This is an optimization exercise on Yosys and OpenROAD, whose aim is small area, a short achievable clock period and few clock cycles per item, not a production implementation.
In this exercise RTL edits were held to simulation tests only and were not proved equivalent to the original.

==> job 8825 <==
## gf_alu
module gf_alu (
    input  wire        clk,
    input  wire        rst,
    input  wire        start,
    input  wire [7:0]  op,
    input  wire [31:0] a,
    input  wire [31:0] b,
    output wire        ready,
    output reg         done,
    output wire [31:0] result,
    output reg         err,
    output wire [7:0]  errcode
);
    localparam [2:0] C_ADD  = 3'd0;    
    localparam [2:0] C_MUL  = 3'd1;    
    localparam [2:0] C_POW  = 3'd2;    
    localparam [2:0] C_LOOP = 3'd3;    
    localparam [2:0] C_ERRZ = 3'd4;    
    localparam [2:0] C_ILL  = 3'd5;    
    localparam [2:0] C_EXP  = 3'd6;    
    localparam [2:0] C_LOG  = 3'd7;    
    reg        errz;
    reg  [9:0] res;
    assign result  = {22'd0, res};
    assign errcode = {3'b000, err, 3'b000, errz};
    reg        v1;          
    reg  [2:0] cls;
    reg        f10;         
    reg  [9:0] p, q;        
    reg  [9:0] s;           
    reg  [9:0] c;           
    reg  [9:0] x;           
    reg  [1:0] cnt;         
    wire last    = (cls != C_POW) && !((cls == C_LOOP) && (cnt != 2'd0));
    assign ready = ~v1 | last;
    wire accept  = start & ready;
    wire       fin = op[5];                     
    wire [9:0] am  = {a[9:8] & {2{fin}}, a[7:0]};
    wire [9:0] bm  = {b[9:8] & {2{fin}}, b[7:0]};
    wire       a8z  = (a[7:0] == 8'd0);
    wire       a10z = a8z & (a[9:8] == 2'd0);
    wire [9:0] a2;
    gf_sq u_sqa (.f10(fin), .x(am), .y(a2));
    wire [7:0] log_a;
    gf8_log_rom u_log (.addr(a[7:0]), .data(log_a));
    wire [9:0] u10 = b[9:0], v10 = b[19:10], w10 = b[29:20], z10 = {8'd0, b[31:30]};
    wire [9:0] s10a = u10 ^ v10 ^ w10;
    wire [9:0] k10a = (u10 & v10) | (u10 & w10) | (v10 & w10);
    wire [9:0] c10a = {k10a[8:0], k10a[9]};
    wire [9:0] s10  = s10a ^ c10a ^ z10;
    wire [9:0] k10b = (s10a & c10a) | (s10a & z10) | (c10a & z10);
  ...
clock: 7.0 ns
lec_check: 0
cap_margin: 20
core_margin: 2
core_utilization: 30
setup_slack_margin: 2.4
slew_margin: 20
tns_end_percent: 0
run.sh (not shown) runs the stock make flow with config.mk's settings and CLKGATE_MAP_FILE= SYNTH_SCRIPT=/design/flow/synth_recipe.tcl, a recipe that flattens the netlist after the stock synthesis.
==> inputs of job 4250, as changes to job 8825 <==
--- a/flow/design.v
+++ b/flow/design.v
@@ -78,38 +78,16 @@
                     g[i] = g[i] | (p[i] & g[j]);
                     p[i] = p[i] & p[j];
                 end
     end
     wire       gall = g[9];
     wire [9:0] cin  = {g[8:0] | (p[8:0] & {9{gall}}), gall};
     assign e = p0 ^ cin;
 endmodule
-module gf_pow4 (
-    input  wire       f10,
-    input  wire [9:0] x,
-    output wire [9:0] y
-);
-    reg [36:0] c10;
-    reg [28:0] c8;
-    integer i;
-    always @(*) begin
-        c10 = 37'd0;
-        c8  = 29'd0;
-        for (i = 0; i < 10; i = i + 1)
-            c10[4 * i] = x[i];
-        for (i = 0; i < 8; i = i + 1)
-            c8[4 * i] = x[i];
-        for (i = 36; i >= 10; i = i - 1)
-            if (c10[i]) c10 = c10 ^ (37'h409 << (i - 10));
-        for (i = 28; i >= 8; i = i - 1)
-            if (c8[i]) c8 = c8 ^ (29'h11B << (i - 8));
-    end
-    assign y = f10 ? c10[9:0] : {2'b00, c8[7:0]};
-endmodule
 module gf8_exp_lo (
     input  wire [3:0] addr,
     output wire [7:0] data
 );
     wire [127:0] tab = 128'h3513F8A196722E1AFF5533110F050301;
     assign data = tab[8 * addr +: 8];
 endmodule
 module gf8_exp_hi (
@@ -844,17 +822,16 @@
 );
     localparam [2:0] C_ADD  = 3'd0;    
     localparam [2:0] C_MUL  = 3'd1;    
     localparam [2:0] C_POW  = 3'd2;    
     localparam [2:0] C_LOOP = 3'd3;    
     localparam [2:0] C_ERRZ = 3'd4;    
     localparam [2:0] C_ILL  = 3'd5;    
     localparam [2:0] C_EXP  = 3'd6;    
-    localparam [2:0] C_LOG  = 3'd7;    
     reg        errz;
     reg  [9:0] res;
     assign result  = {22'd0, res};
     assign errcode = {3'b000, err, 3'b000, errz};
     reg        v1;          
     reg  [2:0] cls;
     reg        f10;         
     reg  [9:0] p, q;        
@@ -893,46 +870,44 @@
     always @(*) begin
         p_in = am;
         q_in = bm;
         s_in = fin ? s10 : {s8, 2'b11};      
         c_in = fin ? c10 : {c8, 2'b00};
         case (op)
             8'h10, 8'h20: begin cls_in = C_ADD; p_in = am ^ bm; end
             8'h11, 8'h21: cls_in = C_MUL;
-            8'h14: begin
-                cls_in = C_EXP;
-                c_in   = {2'b00, a[7:0]};
-            end
+            8'h14: cls_in = C_EXP;
             8'h15: begin
-                cls_in = a8z ? C_ERRZ : C_LOG;
-                c_in   = {2'b00, log_a};
+                cls_in = a8z ? C_ERRZ : C_ADD;
+                p_in   = {2'b00, log_a};
             end
             8'h12: begin
                 cls_in = a8z ? C_ERRZ : C_EXP;
-                c_in   = {2'b00, ~log_a};
+                p_in   = {2'b00, ~log_a};
             end
             8'h13, 8'h23: begin cls_in = C_POW; q_in = a2; end
             8'h22: begin
                 cls_in = a10z ? C_ERRZ : C_POW;
                 q_in   = a2;
                 s_in   = 10'd1022;
                 c_in   = 10'd0;
             end
             default: cls_in = C_ILL;
         endcase
     end
     wire       loop = (cls == C_LOOP);
-    wire [9:0] p4, x2;
-    gf_pow4 u_p4  (.f10(f10), .x(p),  .y(p4));
-    gf_sq   u_sqx (.f10(f10), .x(x),  .y(x2));
+    wire [9:0] p2, p4, x2;
+    gf_sq u_sq1 (.f10(f10), .x(p),  .y(p2));
+    gf_sq u_sq2 (.f10(f10), .x(p2), .y(p4));
+    gf_sq u_sqx (.f10(f10), .x(x),  .y(x2));
     wire       texp = (cls == C_EXP);
     wire [7:0] exp_lo, exp_hi;
-    gf8_exp_lo u_lo (.addr(c[3:0]), .data(exp_lo));
-    gf8_exp_hi u_hi (.addr(c[7:4]), .data(exp_hi));
+    gf8_exp_lo u_lo (.addr(p[3:0]), .data(exp_lo));
+    gf8_exp_hi u_hi (.addr(p[7:4]), .data(exp_hi));
     wire [9:0] ma = loop ? p4 : texp ? {2'b00, exp_lo} : p;
     wire [9:0] mb = texp ? {2'b00, exp_hi} : q;
     wire [9:0] mp;
     gf_mul u_mul (.f10(f10), .a(ma), .b(mb), .p(mp));
     wire [9:0] e;
     eac_add10 u_eac (.s(s), .c(c), .e(e));
     reg [9:0] p_first, q_first;
     always @(*) begin
@@ -958,17 +933,16 @@
             default: q_loop = c;
         endcase
     end
     always @(posedge clk) begin
         err  <= (cls == C_ERRZ) || (cls == C_ILL);
         errz <= (cls == C_ERRZ);
         case (cls)
             C_ADD:                  res <= p;
-            C_LOG:                  res <= c;
             C_ERRZ, C_ILL:          res <= 10'd0;
             default:                res <= mp;
         endcase
     end
     always @(posedge clk) begin
         if (rst) begin
             v1   <= 1'b0;
             done <= 1'b0;
- CORE_UTILIZATION: 30 -> 50
==> inputs of job 3311, as changes to job 8825 <==
--- a/flow/design.v
+++ b/flow/design.v
@@ -54,75 +54,67 @@
     integer i;
     always @(*) begin
         t = c;
         for (i = 14; i >= 8; i = i - 1)
             if (t[i]) t = t ^ (15'h11B << (i - 8));
     end
     assign r = {2'b00, t[7:0]};
 endmodule
-module eac_add10 (
-    input  wire [9:0] s,
-    input  wire [9:0] c,
-    output wire [9:0] e
-);
-    wire [9:0] g0 = s & c;
-    wire [9:0] p0 = s ^ c;
-    reg [9:0] g, p;
-    integer i, j, k;
-    always @(*) begin
-        g = g0;
-        p = p0;
-        for (k = 0; k < 4; k = k + 1)
-            for (i = 0; i < 10; i = i + 1)
-                if ((i >> k) & 1) begin
-                    j = ((i >> k) << k) - 1;
-                    g[i] = g[i] | (p[i] & g[j]);
-                    p[i] = p[i] & p[j];
-                end
-    end
-    wire       gall = g[9];
-    wire [9:0] cin  = {g[8:0] | (p[8:0] & {9{gall}}), gall};
-    assign e = p0 ^ cin;
-endmodule
-module gf_pow4 (
-    input  wire       f10,
-    input  wire [9:0] x,
-    output wire [9:0] y
-);
-    reg [36:0] c10;
-    reg [28:0] c8;
-    integer i;
-    always @(*) begin
-        c10 = 37'd0;
-        c8  = 29'd0;
-        for (i = 0; i < 10; i = i + 1)
-            c10[4 * i] = x[i];
-        for (i = 0; i < 8; i = i + 1)
-            c8[4 * i] = x[i];
-        for (i = 36; i >= 10; i = i - 1)
-            if (c10[i]) c10 = c10 ^ (37'h409 << (i - 10));
-        for (i = 28; i >= 8; i = i - 1)
-            if (c8[i]) c8 = c8 ^ (29'h11B << (i - 8));
-    end
-    assign y = f10 ? c10[9:0] : {2'b00, c8[7:0]};
-endmodule
 module gf8_exp_lo (
     input  wire [3:0] addr,
-    output wire [7:0] data
+    output reg  [7:0] data
 );
-    wire [127:0] tab = 128'h3513F8A196722E1AFF5533110F050301;
-    assign data = tab[8 * addr +: 8];
+    always @(*) begin
+        case (addr)
+            4'h0: data = 8'h01;
+            4'h1: data = 8'h03;
+            4'h2: data = 8'h05;
+            4'h3: data = 8'h0F;
+            4'h4: data = 8'h11;
+            4'h5: data = 8'h33;
+            4'h6: data = 8'h55;
+            4'h7: data = 8'hFF;
+            4'h8: data = 8'h1A;
+            4'h9: data = 8'h2E;
+            4'hA: data = 8'h72;
+            4'hB: data = 8'h96;
+            4'hC: data = 8'hA1;
+            4'hD: data = 8'hF8;
+            4'hE: data = 8'h13;
+            4'hF: data = 8'h35;
+            default: data = 8'h00;
+        endcase
+    end
 endmodule
 module gf8_exp_hi (
     input  wire [3:0] addr,
-    output wire [7:0] data
+    output reg  [7:0] data
 );
-    wire [127:0] tab = 128'h391245FC9B9FC3FBFEB5834C53E55F01;
-    assign data = tab[8 * addr +: 8];
+    always @(*) begin
+        case (addr)
+            4'h0: data = 8'h01;
+            4'h1: data = 8'h5F;
+            4'h2: data = 8'hE5;
+            4'h3: data = 8'h53;
+            4'h4: data = 8'h4C;
+            4'h5: data = 8'h83;
+            4'h6: data = 8'hB5;
+            4'h7: data = 8'hFE;
+            4'h8: data = 8'hFB;
+            4'h9: data = 8'hC3;
+            4'hA: data = 8'h9F;
+            4'hB: data = 8'h9B;
+            4'hC: data = 8'hFC;
+            4'hD: data = 8'h45;
+            4'hE: data = 8'h12;
+            4'hF: data = 8'h39;
+            default: data = 8'h00;
+        endcase
+    end
 endmodule
 module gf8_log_rom (
     input  wire [7:0] addr,
     output wire [7:0] data
 );
   wire new_n17, new_n18, new_n19, new_n20, new_n21, new_n22, new_n23,
     new_n24, new_n25, new_n26, new_n27, new_n28, new_n29, new_n30, new_n31,
     new_n32, new_n33, new_n34, new_n35, new_n36, new_n37, new_n38, new_n39,
@@ -839,46 +831,50 @@
     output wire        ready,
     output reg         done,
     output wire [31:0] result,
     output reg         err,
     output wire [7:0]  errcode
 );
     localparam [2:0] C_ADD  = 3'd0;    
     localparam [2:0] C_MUL  = 3'd1;    
-    localparam [2:0] C_POW  = 3'd2;    
-    localparam [2:0] C_LOOP = 3'd3;    
-    localparam [2:0] C_ERRZ = 3'd4;    
-    localparam [2:0] C_ILL  = 3'd5;    
-    localparam [2:0] C_EXP  = 3'd6;    
-    localparam [2:0] C_LOG  = 3'd7;    
+    localparam [2:0] C_LOG  = 3'd2;    
+    localparam [2:0] C_INV8 = 3'd3;    
+    localparam [2:0] C_POW  = 3'd4;    
+    localparam [2:0] C_LOOP = 3'd5;    
+    localparam [2:0] C_ERRZ = 3'd6;    
+    localparam [2:0] C_ILL  = 3'd7;    
     reg        errz;
     reg  [9:0] res;
     assign result  = {22'd0, res};
     assign errcode = {3'b000, err, 3'b000, errz};
     reg        v1;          
     reg  [2:0] cls;
     reg        f10;         
     reg  [9:0] p, q;        
     reg  [9:0] s;           
     reg  [9:0] c;           
     reg  [9:0] x;           
     reg  [1:0] cnt;         
-    wire last    = (cls != C_POW) && !((cls == C_LOOP) && (cnt != 2'd0));
+    wire last    = (cls != C_INV8) && (cls != C_POW) && !((cls == C_LOOP) && (cnt != 2'd0));
     assign ready = ~v1 | last;
     wire accept  = start & ready;
     wire       fin = op[5];                     
     wire [9:0] am  = {a[9:8] & {2{fin}}, a[7:0]};
     wire [9:0] bm  = {b[9:8] & {2{fin}}, b[7:0]};
     wire       a8z  = (a[7:0] == 8'd0);
     wire       a10z = a8z & (a[9:8] == 2'd0);
     wire [9:0] a2;
     gf_sq u_sqa (.f10(fin), .x(am), .y(a2));
-    wire [7:0] log_a;
-    gf8_log_rom u_log (.addr(a[7:0]), .data(log_a));
+    wire       inv8 = v1 & (cls == C_INV8);
+    wire [7:0] log_p;
+    wire [7:0] ek = inv8 ? ~log_p : a[7:0];     
+    wire [7:0] exp_lo, exp_hi;
+    gf8_exp_lo u_lo (.addr(ek[3:0]), .data(exp_lo));
+    gf8_exp_hi u_hi (.addr(ek[7:4]), .data(exp_hi));
     wire [9:0] u10 = b[9:0], v10 = b[19:10], w10 = b[29:20], z10 = {8'd0, b[31:30]};
     wire [9:0] s10a = u10 ^ v10 ^ w10;
     wire [9:0] k10a = (u10 & v10) | (u10 & w10) | (v10 & w10);
     wire [9:0] c10a = {k10a[8:0], k10a[9]};
     wire [9:0] s10  = s10a ^ c10a ^ z10;
     wire [9:0] k10b = (s10a & c10a) | (s10a & z10) | (c10a & z10);
     wire [9:0] c10  = {k10b[8:0], k10b[9]};
     wire [7:0] u8 = b[7:0], v8 = b[15:8], w8 = b[23:16], z8 = b[31:24];
@@ -888,57 +884,48 @@
     wire [7:0] s8  = s8a ^ c8a ^ z8;
     wire [7:0] k8b = (s8a & c8a) | (s8a & z8) | (c8a & z8);
     wire [7:0] c8  = {k8b[6:0], k8b[7]};
     reg [2:0] cls_in;
     reg [9:0] p_in, q_in, s_in, c_in;
     always @(*) begin
         p_in = am;
         q_in = bm;
-        s_in = fin ? s10 : {s8, 2'b11};      
+        s_in = fin ? s10 : {s8, 2'b00};
         c_in = fin ? c10 : {c8, 2'b00};
         case (op)
             8'h10, 8'h20: begin cls_in = C_ADD; p_in = am ^ bm; end
             8'h11, 8'h21: cls_in = C_MUL;
             8'h14: begin
-                cls_in = C_EXP;
-                c_in   = {2'b00, a[7:0]};
-            end
-            8'h15: begin
-                cls_in = a8z ? C_ERRZ : C_LOG;
-                c_in   = {2'b00, log_a};
-            end
-            8'h12: begin
-                cls_in = a8z ? C_ERRZ : C_EXP;
-                c_in   = {2'b00, ~log_a};
+                cls_in = C_MUL;
+                p_in   = {2'b00, exp_lo};
+                q_in   = {2'b00, exp_hi};
             end
+            8'h15: cls_in = a8z ? C_ERRZ : C_LOG;
+            8'h12: cls_in = a8z ? C_ERRZ : C_INV8;
             8'h13, 8'h23: begin cls_in = C_POW; q_in = a2; end
             8'h22: begin
                 cls_in = a10z ? C_ERRZ : C_POW;
                 q_in   = a2;
                 s_in   = 10'd1022;
                 c_in   = 10'd0;
             end
             default: cls_in = C_ILL;
         endcase
     end
     wire       loop = (cls == C_LOOP);
-    wire [9:0] p4, x2;
-    gf_pow4 u_p4  (.f10(f10), .x(p),  .y(p4));
-    gf_sq   u_sqx (.f10(f10), .x(x),  .y(x2));
-    wire       texp = (cls == C_EXP);
-    wire [7:0] exp_lo, exp_hi;
-    gf8_exp_lo u_lo (.addr(c[3:0]), .data(exp_lo));
-    gf8_exp_hi u_hi (.addr(c[7:4]), .data(exp_hi));
-    wire [9:0] ma = loop ? p4 : texp ? {2'b00, exp_lo} : p;
-    wire [9:0] mb = texp ? {2'b00, exp_hi} : q;
+    wire [9:0] p2, p4, x2;
+    gf_sq u_sq1 (.f10(f10), .x(p),  .y(p2));
+    gf_sq u_sq2 (.f10(f10), .x(p2), .y(p4));
+    gf_sq u_sqx (.f10(f10), .x(x),  .y(x2));
     wire [9:0] mp;
-    gf_mul u_mul (.f10(f10), .a(ma), .b(mb), .p(mp));
-    wire [9:0] e;
-    eac_add10 u_eac (.s(s), .c(c), .e(e));
+    gf_mul u_mul (.f10(f10), .a(loop ? p4 : p), .b(q), .p(mp));
+    gf8_log_rom u_log (.addr(p[7:0]), .data(log_p));
+    wire [10:0] es = {1'b0, s} + {1'b0, c};
+    wire [9:0]  e  = es[9:0] + {7'd0, es[10] & ~f10, 1'b0, es[10] & f10};
     reg [9:0] p_first, q_first;
     always @(*) begin
         case (e[9:8])
             2'd0:    p_first = 10'd1;
             2'd1:    p_first = p;
             2'd2:    p_first = q;
             default: p_first = mp;
         endcase
@@ -954,53 +941,54 @@
         case (s[9:8])
             2'd0:    q_loop = 10'd1;
             2'd1:    q_loop = x;
             2'd2:    q_loop = x2;
             default: q_loop = c;
         endcase
     end
     always @(posedge clk) begin
-        err  <= (cls == C_ERRZ) || (cls == C_ILL);
-        errz <= (cls == C_ERRZ);
-        case (cls)
-            C_ADD:                  res <= p;
-            C_LOG:                  res <= c;
-            C_ERRZ, C_ILL:          res <= 10'd0;
-            default:                res <= mp;
-        endcase
-    end
-    always @(posedge clk) begin
         if (rst) begin
             v1   <= 1'b0;
             done <= 1'b0;
         end else begin
             done <= 1'b0;
             if (v1) begin
                 if (last) begin
                     v1   <= 1'b0;
                     done <= 1'b1;
+                    err  <= (cls == C_ERRZ) || (cls == C_ILL);
+                    errz <= (cls == C_ERRZ);
                 end
                 case (cls)
+                    C_ADD:  res <= p;
+                    C_MUL:  res <= mp;
+                    C_LOG:  res <= {2'b00, log_p};
+                    C_INV8: begin
+                        p   <= {2'b00, exp_lo};
+                        q   <= {2'b00, exp_hi};
+                        cls <= C_MUL;
+                    end
                     C_POW: begin
                         x   <= p;
                         c   <= mp;
                         p   <= p_first;
                         q   <= q_first;
                         s   <= {e[5:0], 4'd0};
                         cnt <= f10 ? 2'd3 : 2'd2;
                         cls <= C_LOOP;
                     end
                     C_LOOP: begin
+                        res <= mp;
                         p   <= mp;
                         q   <= q_loop;
                         s   <= {s[7:0], 2'b00};
                         cnt <= cnt - 2'd1;
                     end
-                    default: ;
+                    default: res <= 10'd0;
                 endcase
             end
             if (accept) begin
                 v1  <= 1'b1;
                 cls <= cls_in;
                 f10 <= fin;
                 p   <= p_in;
                 q   <= q_in;
- SETUP_SLACK_MARGIN: 2.4 -> 2.0
- TNS_END_PERCENT: 0 -> not set
==> inputs of job 1284, as changes to job 8825 <==
--- a/flow/design.v
+++ b/flow/design.v
@@ -78,38 +78,16 @@
                     g[i] = g[i] | (p[i] & g[j]);
                     p[i] = p[i] & p[j];
                 end
     end
     wire       gall = g[9];
     wire [9:0] cin  = {g[8:0] | (p[8:0] & {9{gall}}), gall};
     assign e = p0 ^ cin;
 endmodule
-module gf_pow4 (
-    input  wire       f10,
-    input  wire [9:0] x,
-    output wire [9:0] y
-);
-    reg [36:0] c10;
-    reg [28:0] c8;
-    integer i;
-    always @(*) begin
-        c10 = 37'd0;
-        c8  = 29'd0;
-        for (i = 0; i < 10; i = i + 1)
-            c10[4 * i] = x[i];
-        for (i = 0; i < 8; i = i + 1)
-            c8[4 * i] = x[i];
-        for (i = 36; i >= 10; i = i - 1)
-            if (c10[i]) c10 = c10 ^ (37'h409 << (i - 10));
-        for (i = 28; i >= 8; i = i - 1)
-            if (c8[i]) c8 = c8 ^ (29'h11B << (i - 8));
-    end
-    assign y = f10 ? c10[9:0] : {2'b00, c8[7:0]};
-endmodule
 module gf8_exp_lo (
     input  wire [3:0] addr,
     output wire [7:0] data
 );
     wire [127:0] tab = 128'h3513F8A196722E1AFF5533110F050301;
     assign data = tab[8 * addr +: 8];
 endmodule
 module gf8_exp_hi (
@@ -844,17 +822,16 @@
 );
     localparam [2:0] C_ADD  = 3'd0;    
     localparam [2:0] C_MUL  = 3'd1;    
     localparam [2:0] C_POW  = 3'd2;    
     localparam [2:0] C_LOOP = 3'd3;    
     localparam [2:0] C_ERRZ = 3'd4;    
     localparam [2:0] C_ILL  = 3'd5;    
     localparam [2:0] C_EXP  = 3'd6;    
-    localparam [2:0] C_LOG  = 3'd7;    
     reg        errz;
     reg  [9:0] res;
     assign result  = {22'd0, res};
     assign errcode = {3'b000, err, 3'b000, errz};
     reg        v1;          
     reg  [2:0] cls;
     reg        f10;         
     reg  [9:0] p, q;        
@@ -893,46 +870,44 @@
     always @(*) begin
         p_in = am;
         q_in = bm;
         s_in = fin ? s10 : {s8, 2'b11};      
         c_in = fin ? c10 : {c8, 2'b00};
         case (op)
             8'h10, 8'h20: begin cls_in = C_ADD; p_in = am ^ bm; end
             8'h11, 8'h21: cls_in = C_MUL;
-            8'h14: begin
-                cls_in = C_EXP;
-                c_in   = {2'b00, a[7:0]};
-            end
+            8'h14: cls_in = C_EXP;
             8'h15: begin
-                cls_in = a8z ? C_ERRZ : C_LOG;
-                c_in   = {2'b00, log_a};
+                cls_in = a8z ? C_ERRZ : C_ADD;
+                p_in   = {2'b00, log_a};
             end
             8'h12: begin
                 cls_in = a8z ? C_ERRZ : C_EXP;
-                c_in   = {2'b00, ~log_a};
+                p_in   = {2'b00, ~log_a};
             end
             8'h13, 8'h23: begin cls_in = C_POW; q_in = a2; end
             8'h22: begin
                 cls_in = a10z ? C_ERRZ : C_POW;
                 q_in   = a2;
                 s_in   = 10'd1022;
                 c_in   = 10'd0;
             end
             default: cls_in = C_ILL;
         endcase
     end
     wire       loop = (cls == C_LOOP);
-    wire [9:0] p4, x2;
-    gf_pow4 u_p4  (.f10(f10), .x(p),  .y(p4));
-    gf_sq   u_sqx (.f10(f10), .x(x),  .y(x2));
+    wire [9:0] p2, p4, x2;
+    gf_sq u_sq1 (.f10(f10), .x(p),  .y(p2));
+    gf_sq u_sq2 (.f10(f10), .x(p2), .y(p4));
+    gf_sq u_sqx (.f10(f10), .x(x),  .y(x2));
     wire       texp = (cls == C_EXP);
     wire [7:0] exp_lo, exp_hi;
-    gf8_exp_lo u_lo (.addr(c[3:0]), .data(exp_lo));
-    gf8_exp_hi u_hi (.addr(c[7:4]), .data(exp_hi));
+    gf8_exp_lo u_lo (.addr(p[3:0]), .data(exp_lo));
+    gf8_exp_hi u_hi (.addr(p[7:4]), .data(exp_hi));
     wire [9:0] ma = loop ? p4 : texp ? {2'b00, exp_lo} : p;
     wire [9:0] mb = texp ? {2'b00, exp_hi} : q;
     wire [9:0] mp;
     gf_mul u_mul (.f10(f10), .a(ma), .b(mb), .p(mp));
     wire [9:0] e;
     eac_add10 u_eac (.s(s), .c(c), .e(e));
     reg [9:0] p_first, q_first;
     always @(*) begin
@@ -958,17 +933,16 @@
             default: q_loop = c;
         endcase
     end
     always @(posedge clk) begin
         err  <= (cls == C_ERRZ) || (cls == C_ILL);
         errz <= (cls == C_ERRZ);
         case (cls)
             C_ADD:                  res <= p;
-            C_LOG:                  res <= c;
             C_ERRZ, C_ILL:          res <= 10'd0;
             default:                res <= mp;
         endcase
     end
     always @(posedge clk) begin
         if (rst) begin
             v1   <= 1'b0;
             done <= 1'b0;
- SETUP_SLACK_MARGIN: 2.4 -> 2.8
==> comparison table <==
|  | job 1284 | job 3311 | job 4250 | job 8825 |
|---|---|---|---|---|
| Share of synthesized area occupied by flip-flops and latches | 17.5% | 18.2% | 17.5% | 18.0% |
| Max Fanout on Critical Path | 5 | 11 | 18 | 16 |
| Count of cell types in the netlist | 88 | 91 | 88 | 86 |
| Post-synthesis instance area | 11,200 µm² | 11,500 µm² | 11,200 µm² | 10,900 µm² |
| Area growth from synthesis to final layout | 21.0% | 13.5% | 13.1% | 15.7% |
| Height of the die | 197 µm | 200 µm | 154 µm | 195 µm |
| Number of logic inverters in the finished layout | 64 | 64 | 64 | 43 |
| Run status | complete, no violations | complete, no violations | complete, no violations | complete, no violations |
| Effective utilization at floorplan | 30.6% | 30.5% | 51.2% | 30.6% |
| Routed len/inst | 21.7 µm | 22.2 µm | 23.1 µm | 22.7 µm |
| Sequential cell area | 1960 µm² | 2080 µm² | 1960 µm² | 1960 µm² |
| CP Class | reg2reg | reg2reg | in2reg | in2reg |
Testbench counts of job 8825, summed over its fixed seeds: cycles 4,818, items 3,200.
Testbench counts of job 4250, summed over its fixed seeds: cycles 4,818, items 3,200.
Testbench counts of job 3311, summed over its fixed seeds: cycles 5,162, items 3,200.
Testbench counts of job 1284, summed over its fixed seeds: cycles 4,818, items 3,200.

[re-timing with driven ports]
The results above use ideal ports. As a check the final layouts listed here were re-extracted and re-timed, cells and wires unchanged. Step 1: set_driving_cell puts a clkbuf_16 on clk and a buf_2 on each other input, an assumption about the parent block. Step 2 adds t to the input delays and takes it off the output delays; t is the mean of the earliest and latest rising clock arrival at the registers after step 1. Input paths then give back, and output paths get back, about the clock's delay inside the block. Three values: ideal, step 1, step 2; two values: the first two.
run	t (ns)	setup WS [ns]	worst register clock-pin slew, ns
job 8825	0.367	2.302 / 2.314 / 1.946	0.06 / 0.06
job 4250	0.379	2.379 / 2.390 / 2.012	0.06 / 0.06
job 3311	0.391	2.077 / 2.077 / 2.077	0.07 / 0.07
job 1284	0.366	2.617 / 2.617 / 2.297	0.06 / 0.06
After both steps setup and hold are still met in every run listed. For job 4250, which loses most, drivers alone change the setup slack by +0.011 ns; drivers and shift together by -0.367 ns.
